From an optimization exercise on the open Yosys and OpenROAD flow, aimed at small area; shortcuts taken in it are not production practice. At most, simulation tests tie the RTL to the original design; equivalence was not proved. Power is estimated from default activity; no workload was simulated.

Design osdp_frame_core, start of the top module:
module osdp_frame_core (
    input  wire        clk,
    input  wire        rst,             
    input  wire        rx_valid,
    input  wire [7:0]  rx_data,
    input  wire        rx_error,
    output wire        rx_ready,
    output wire        buf_we,
    output wire [10:0] buf_addr,
    output wire [7:0]  buf_wdata,
    output reg  [7:0]  addr,
    output reg  [15:0] len,
    output reg  [7:0]  ctrl,
    output reg  [7:0]  cmd,
    output reg  [15:0] trailer,
    output wire        crc_mode,
    output reg         valid,
    output wire        poll_ack,
    output wire        frame_ready,
    output wire [2:0]  status,
    output reg         mcause,
    output wire        frame_done,
    output wire        malformed,
    output wire        transport_fault
);
    localparam [7:0]  SOM     = 8'h53;
    localparam [15:0] CRC_SOM = 16'h8B66;
    reg [10:0] idx;        
    reg [7:0]  aux;        
    reg [15:0] crc;
    reg        last;       
    reg        fault;
    reg        held;       
    reg        bad_hdr;    
    reg        pulse;      
    assign frame_done      = pulse && held && !fault;
    assign malformed       = pulse && bad_hdr && !fault;
    assign transport_fault = pulse && fault;
    assign crc_mode    = ctrl[2];
    assign poll_ack    = !cmd[7] && cmd[6] && (cmd[4:0] == 5'd0);
    assign frame_ready = held;
    assign status      = fault   ? 3'd4 :
                         bad_hdr ? 3'd3 :
                         held    ? {1'b0, !valid, valid} : 3'd0;
  ...
Size: ~390 cells after synthesis, about 98 flip-flops, about 100 I/O pins, about 0.0048 mm^2 of cells after synthesis.
==> module osdp_frame_core, before the edit <==
module osdp_frame_core (
    input  wire        clk,
    input  wire        rst,             
    input  wire        rx_valid,
    input  wire [7:0]  rx_data,
    input  wire        rx_error,
    output wire        rx_ready,
    output wire        buf_we,
    output wire [10:0] buf_addr,
    output wire [7:0]  buf_wdata,
    output reg  [7:0]  addr,
    output reg  [15:0] len,
    output reg  [7:0]  ctrl,
    output reg  [7:0]  cmd,
    output reg  [15:0] trailer,
    output wire        crc_mode,
    output reg         valid,
    output wire        poll_ack,
    output wire        frame_ready,
    output wire [2:0]  status,
    output reg         mcause,
    output wire        frame_done,
    output wire        malformed,
    output wire        transport_fault
);
    localparam [7:0]  SOM     = 8'h53;
    localparam [15:0] CRC_SOM = 16'h8B66;
    reg [10:0] idx;        
    reg [7:0]  aux;        
    reg [15:0] crc;
    reg        last;       
    reg        fault;
    reg        held;       
    reg        bad_hdr;    
    reg        pulse;      
    assign frame_done      = pulse && held && !fault;
    assign malformed       = pulse && bad_hdr && !fault;
    assign transport_fault = pulse && fault;
    assign crc_mode    = ctrl[2];
    assign poll_ack    = !cmd[7] && cmd[6] && (cmd[4:0] == 5'd0);
    assign frame_ready = held;
    assign status      = fault   ? 3'd4 :
                         bad_hdr ? 3'd3 :
                         held    ? {1'b0, !valid, valid} : 3'd0;
    assign rx_ready = !fault;
    wire take  = !rst && !rx_error && rx_valid && !fault;
    wire hunt  = (idx == 11'd0);
    wire som   = (rx_data == SOM);
    assign buf_we    = take && (!hunt || som);
    assign buf_addr  = idx;
    assign buf_wdata = rx_data;
    wire hdr   = (idx[10:3] == 8'd0);
    wire pre5  = hdr && (idx[2:0] < 3'd5);       
    wire at5   = hdr && (idx[2:0] == 3'd5);
    wire [10:0] cy2;                   
    assign cy2[0] = 1'b0;
    assign cy2[1] = 1'b1;
    genvar g;
    generate
        for (g = 2; g < 11; g = g + 1) begin : g_cy
            assign cy2[g] = cy2[g-1] & idx[g-1];
        end
    endgenerate
    wire [10:0] idx1 = {idx[10:1] ^ (cy2[10:1] & {10{idx[0]}}), !idx[0]};
    wire [10:0] idx2 = {idx[10:1] ^ cy2[10:1], idx[0]};
    wire pen   = (idx2 == len[10:0]);            
    wire len_bad = (len[15:3] == 13'd0 && len[2:0] != 3'd7) ||
                   (len > 16'd1440);
    wire len7crc = (len == 16'd7) && ctrl[2];
    wire hdr_bad = len_bad || len7crc;
    wire fin   = take && last;
    wire malf  = take && at5 && hdr_bad;
    wire [15:0] crc_upd;
    wire [7:0]  crc_x;
    osdp_crc16_byte u_crc (
        .crc_in  (crc),
        .data    (rx_data),
        .crc_out (crc_upd),
        .x       (crc_x)
    );
    wire aux_rx = hunt || (ctrl[2] && !pre5);
    wire [7:0] sum_next = (aux & {8{!aux_rx}}) + rx_data;
    wire crc_match = (crc_x == 8'h00) && (crc[7:0] == aux);
    wire sum_match = (sum_next == 8'h00);
    wire match     = ctrl[2] ? crc_match : sum_match;
    wire [7:0] rxm  = rx_data & {8{!rst}};
    wire [7:0] auxm = aux & {8{!rst}};
    always @(posedge clk) begin
        if (rst || fin || malf)
            idx <= 11'd0;
        else if (buf_we)
            idx <= idx1;
        if (buf_we) begin
            aux <= sum_next;
            if (hunt || pre5 || !pen)
                crc <= hunt ? CRC_SOM : crc_upd;
        end
        if (rst || fin)
            last <= 1'b0;
        else if (take && !hunt && !pre5)
            last <= pen && !hdr_bad;
        if (rst || (take && hdr && idx[2:0] == 3'd1)) addr      <= rxm;
        if (rst || (take && hdr && idx[2:0] == 3'd2)) len[7:0]  <= rxm;
        if (rst || (take && hdr && idx[2:0] == 3'd3)) len[15:8] <= rxm;
        if (rst || (take && hdr && idx[2:0] == 3'd4)) ctrl      <= rxm;
        if (rst || (take && hdr && idx[2:0] == 3'd5)) cmd       <= rxm;
        if (rst || fin) begin
            trailer <= {rxm & {8{ctrl[2]}}, ctrl[2] ? auxm : rxm};
            valid   <= match && !rst;
        end
        if (rst)
            mcause <= 1'b0;
        else if (malf)
            mcause <= !len_bad;
        if (rst)
            fault <= 1'b0;
        else if (rx_error)
            fault <= 1'b1;
        if (rst || (take && hunt && som))
            held <= 1'b0;
        else if (fin)
            held <= 1'b1;
        if (rst || (take && hunt && som))
            bad_hdr <= 1'b0;
        else if (malf)
            bad_hdr <= 1'b1;
        pulse <= !rst && (fin || malf || (rx_error && !fault));
    end
endmodule
clock: 5.0 ns
lec_check: 0
cap_margin: 20
core_margin: 2
core_utilization: 40
slew_margin: 20
standard.sh (not shown) runs the stock make flow with config.mk's settings and CLKGATE_MAP_FILE= SYNTH_SCRIPT=/design/flow/synth_recipe.tcl, a recipe that flattens the netlist after the stock synthesis.
==> flow/flow/run.sh <==
#!/bin/bash
# The standard ORFS layout (standard.sh, standard synthesis unchanged) with
# three layout settings passed through the environment:
#  * buffer_ports puts the smallest buffer (buf_1) on each input and output port;
#  * clock tree built from clkbuf_8 cells, without dummy loads;
#  * after global routing, non-critical cells are downsized (RECOVER_POWER).
# The whole make run's output is kept in standard_flow.log; ORFS keeps each
# step's log under orfs/logs/.
set -euo pipefail
export BUFFER_PORTS_ARGS="-buffer_cell sky130_fd_sc_hd__buf_1"
export CTS_ARGS="-sink_clustering_enable -repair_clock_nets -sink_clustering_size 25 -buf_list sky130_fd_sc_hd__clkbuf_8 -dont_use_dummy_load"
export RECOVER_POWER=100
bash standard.sh > standard_flow.log 2>&1
Edit:
--- a/flow/design.v
+++ b/flow/design.v
@@ -29,9 +29,9 @@
     output wire        frame_ready,
     output wire [2:0]  status,
     output reg         mcause,
-    output wire        frame_done,
-    output wire        malformed,
-    output wire        transport_fault
+    output reg         frame_done,
+    output reg         malformed,
+    output reg         transport_fault
 );
     localparam [7:0]  SOM     = 8'h53;
     localparam [15:0] CRC_SOM = 16'h8B66;
@@ -42,10 +42,6 @@
     reg        fault;
     reg        held;       
     reg        bad_hdr;    
-    reg        pulse;      
-    assign frame_done      = pulse && held && !fault;
-    assign malformed       = pulse && bad_hdr && !fault;
-    assign transport_fault = pulse && fault;
     assign crc_mode    = ctrl[2];
     assign poll_ack    = !cmd[7] && cmd[6] && (cmd[4:0] == 5'd0);
     assign frame_ready = held;
@@ -134,6 +130,8 @@
             bad_hdr <= 1'b0;
         else if (malf)
             bad_hdr <= 1'b1;
-        pulse <= !rst && (fin || malf || (rx_error && !fault));
+        frame_done      <= !rst && fin;
+        malformed       <= !rst && malf;
+        transport_fault <= !rst && rx_error && !fault;
     end
 endmodule
- The new run produced a clean layout
- flip-flop and latch count increases by 2
- register-to-register slack improves by 0.42 ns
- routed wire length increases slightly
- final area increases by a few percent
- power increases by a few percent
- combinational power increases by roughly a tenth
- worst hold slack barely changes
- die area increases by a few percent
- setup slack improves by 0.25 ns
- via count increases by a few percent
- clock-buffer cell count is unchanged
- final cell count increases by a few percent
- core utilization increases by 0.35 points
- sequential power increases by a few percent
For the first run of this note, only the layout was checked, not whether the RTL still works.

The RTL this note starts from:
==> flow/design.v <==
module osdp_crc16_byte (
    input  wire [15:0] crc_in,
    input  wire [7:0]  data,
    output wire [15:0] crc_out,
    output wire [7:0]  x
);
    assign x = crc_in[15:8] ^ data;
    wire [7:0] y = {x[7:4], x[3:0] ^ x[7:4]};
    assign crc_out = {crc_in[7:0], 8'h00} ^ {y[3:0], 12'h000} ^ {3'b000, y, 5'b00000} ^ {8'h00, y};
endmodule
module osdp_frame_core (
    input  wire        clk,
    input  wire        rst,             
    input  wire        rx_valid,
    input  wire [7:0]  rx_data,
    input  wire        rx_error,
    output wire        rx_ready,
    output wire        buf_we,
    output wire [10:0] buf_addr,
    output wire [7:0]  buf_wdata,
    output reg  [7:0]  addr,
    output reg  [15:0] len,
    output reg  [7:0]  ctrl,
    output reg  [7:0]  cmd,
    output reg  [15:0] trailer,
    output wire        crc_mode,
    output reg         valid,
    output wire        poll_ack,
    output wire        frame_ready,
    output wire [2:0]  status,
    output reg         mcause,
    output wire        frame_done,
    output wire        malformed,
    output wire        transport_fault
);
    localparam [7:0]  SOM     = 8'h53;
    localparam [15:0] CRC_SOM = 16'h8B66;
    reg [10:0] idx;        
    reg [7:0]  aux;        
    reg [15:0] crc;
    reg        fault;
    reg        held;       
    reg        bad_hdr;    
    reg        pulse;      
    assign frame_done      = pulse && held && !fault;
    assign malformed       = pulse && bad_hdr && !fault;
    assign transport_fault = pulse && fault;
    assign crc_mode    = ctrl[2];
    assign poll_ack    = !cmd[7] && cmd[6] && (cmd[4:0] == 5'd0);
    assign frame_ready = held;
    assign status      = fault   ? 3'd4 :
                         bad_hdr ? 3'd3 :
                         held    ? {1'b0, !valid, valid} : 3'd0;
    assign rx_ready = !fault;
    wire take  = !rst && !rx_error && rx_valid && !fault;
    wire hunt  = (idx == 11'd0);
    wire som   = (rx_data == SOM);
    assign buf_we    = take && (!hunt || som);
    assign buf_addr  = idx;
    assign buf_wdata = rx_data;
    wire hdr   = (idx[10:3] == 8'd0);
    wire pre5  = hdr && (idx[2:0] < 3'd5);       
    wire at5   = hdr && (idx[2:0] == 3'd5);
    wire [10:0] cy2;                   
    assign cy2[0] = 1'b0;
    assign cy2[1] = 1'b1;
    genvar g;
    generate
        for (g = 2; g < 11; g = g + 1) begin : g_cy
            assign cy2[g] = cy2[g-1] & idx[g-1];
        end
    endgenerate
    wire [10:0] idx1 = {idx[10:1] ^ (cy2[10:1] & {10{idx[0]}}), !idx[0]};
    wire [10:0] idx2 = {idx[10:1] ^ cy2[10:1], idx[0]};
    wire pen   = (idx2 == len[10:0]);            
    wire len_bad = (len[15:3] == 13'd0 && len[2:0] != 3'd7) ||
                   (len > 16'd1440);
    wire len7crc = (len == 16'd7) && ctrl[2];
    wire hdr_bad = len_bad || len7crc;
    wire fin   = take && pulse && !hunt;
    wire malf  = take && at5 && hdr_bad;
    wire [15:0] crc_upd;
    wire [7:0]  crc_x;
    osdp_crc16_byte u_crc (
        .crc_in  (crc),
        .data    (rx_data),
        .crc_out (crc_upd),
        .x       (crc_x)
    );
    wire aux_rx = hunt || (ctrl[2] && !pre5);
    wire [7:0] sum_a = aux & {8{!aux_rx}};
    wire [8:0] sum_c;
    wire [7:0] sum_next;
    assign sum_c[0] = 1'b0;
    genvar k;
    generate
        for (k = 0; k < 8; k = k + 1) begin : g_sum
            assign sum_next[k] = sum_a[k] ^ rx_data[k] ^ sum_c[k];
            assign sum_c[k+1]  = (sum_a[k] & rx_data[k]) | (sum_a[k] & sum_c[k]) |
                                 (rx_data[k] & sum_c[k]);
        end
    endgenerate
    wire crc_match = (crc_x == 8'h00) && (crc[7:0] == aux);
    wire sum_match = (sum_next == 8'h00);
    wire match     = ctrl[2] ? crc_match : sum_match;
    wire [7:0] rxm  = rx_data & {8{!rst}};
    wire       crc_keep = ctrl[2] && !rst;
    always @(posedge clk) begin
        if (rst || fin || malf)
            idx <= 11'd0;
        else if (buf_we)
            idx <= idx1;
        if (buf_we) begin
            aux <= sum_next;
            if (hunt || pre5 || !pen)
                crc <= hunt ? CRC_SOM : crc_upd;
        end
        if (rst || (take && hdr && idx[2:0] == 3'd1)) addr      <= rxm;
        if (rst || (take && hdr && idx[2:0] == 3'd2)) len[7:0]  <= rxm;
        if (rst || (take && hdr && idx[2:0] == 3'd3)) len[15:8] <= rxm;
        if (rst || (take && hdr && idx[2:0] == 3'd4)) ctrl      <= rxm;
        if (rst || (take && hdr && idx[2:0] == 3'd5)) cmd       <= rxm;
        if (rst || fin) begin
            trailer <= {rxm & {8{ctrl[2]}}, crc_keep ? aux : rxm};
            valid   <= match && !rst;
        end
        if (rst)
            mcause <= 1'b0;
        else if (malf)
            mcause <= !len_bad;
        if (rst)
            fault <= 1'b0;
        else if (rx_error)
            fault <= 1'b1;
        if (rst || (take && hunt && som))
            held <= 1'b0;
        else if (fin)
            held <= 1'b1;
        if (rst || (take && hunt && som))
            bad_hdr <= 1'b0;
        else if (malf)
            bad_hdr <= 1'b1;
        if (rst || fault || (hunt && !rx_error))
            pulse <= 1'b0;
        else if (rx_error)
            pulse <= 1'b1;
        else if (take)
            pulse <= pulse || (at5 && hdr_bad) || (!pre5 && pen);
    end
endmodule
Settings: LEC_CHECK=0, CAP_MARGIN=20, CORE_AREA=2 2 113.055 113.055, DIE_AREA=0 0 115.055 115.055, SLEW_MARGIN=20; clock period 5.0 ns.
==> flow/flow/run.sh <==
#!/bin/bash
# The standard ORFS layout (standard.sh, standard synthesis unchanged) with
# three layout settings passed through the environment:
#  * buffer_ports puts the smallest buffer (buf_1) on each input and output port;
#  * clock tree built from clkbuf_8 cells, without dummy loads;
# The whole make run's output is kept in standard_flow.log; ORFS keeps each
# step's log under orfs/logs/.
set -euo pipefail
export BUFFER_PORTS_ARGS="-buffer_cell sky130_fd_sc_hd__buf_1"
export CTS_ARGS="-sink_clustering_enable -repair_clock_nets -sink_clustering_size 25 -buf_list sky130_fd_sc_hd__clkbuf_8 -dont_use_dummy_load"
bash standard.sh > standard_flow.log 2>&1
Rerun with:
--- a/flow/design.v
+++ b/flow/design.v
@@ -87,9 +87,9 @@
         .crc_out (crc_upd),
         .x       (crc_x)
     );
     wire aux_rx = hunt || (ctrl[2] && !pre5);
-    wire [7:0] sum_a = aux & {8{!aux_rx}};
+    wire [7:0] sum_a = aux;
     wire [8:0] sum_c;
     wire [7:0] sum_next;
     assign sum_c[0] = 1'b0;
     genvar k;
@@ -110,9 +110,9 @@
             idx <= 11'd0;
         else if (buf_we)
             idx <= idx1;
         if (buf_we) begin
-            aux <= sum_next;
+            aux <= aux_rx ? rx_data : sum_next;
             if (hunt || pre5 || !pen)
                 crc <= hunt ? CRC_SOM : crc_upd;
         end
         if (rst || (take && hdr && idx[2:0] == 3'd1)) addr      <= rxm;
Result: The changed run finished clean; die area stays the same; wire length came out lower by 3.9%; design area decreases by 0.35%; clock skew fell by 0.011 ns; cell count came out lower by 1.2%; synthesized cell count went down by 1.1%; non-clock buffer count fell by 2; worst setup slack improved by 0.51 ns; power decreases by 0.39%; area after synthesis hardly moves; clock-buffer cell count stays the same.
Function not checked in the second run of this note: the RTL went through the layout flow alone.

==> separate check: timing with driven ports <==
In the flow no input, the clock included, has a driving cell. The finished layouts below were timed again as built, in two steps. Step 1, drivers: a clkbuf_16 drives clk and a buf_2 each remaining input, both assumed. Step 2 moves the port delays by t, midway between the first and last clock arrival at a register: inputs arrive t later, outputs are due t later. That takes back most of the time a late clock gives input paths. a / b / c = ideal ports / drivers / drivers and shift; a / b = the first two.
run | t, ns | setup slack, ns | hold WS [ns]
the first run of note 1 | 0.406 | 0.842 / 0.842 / 0.842 | 0.494 / 0.494 / 0.494
the second run of note 1 | 0.386 | 1.097 / 1.094 / 0.726 | 0.494 / 0.494 / 0.494
the first run of note 2 | 0.394 | 0.384 / 0.384 / 0.384 | 0.490 / 0.490 / 0.490
the second run of note 2 | 0.386 | 0.895 / 0.908 / 0.522 | 0.499 / 0.499 / 0.499
After both steps every run listed still meets setup and hold. The setup slack of the second run of note 2, which loses most, moves by +0.013 ns with the drivers and by -0.373 ns with both steps.
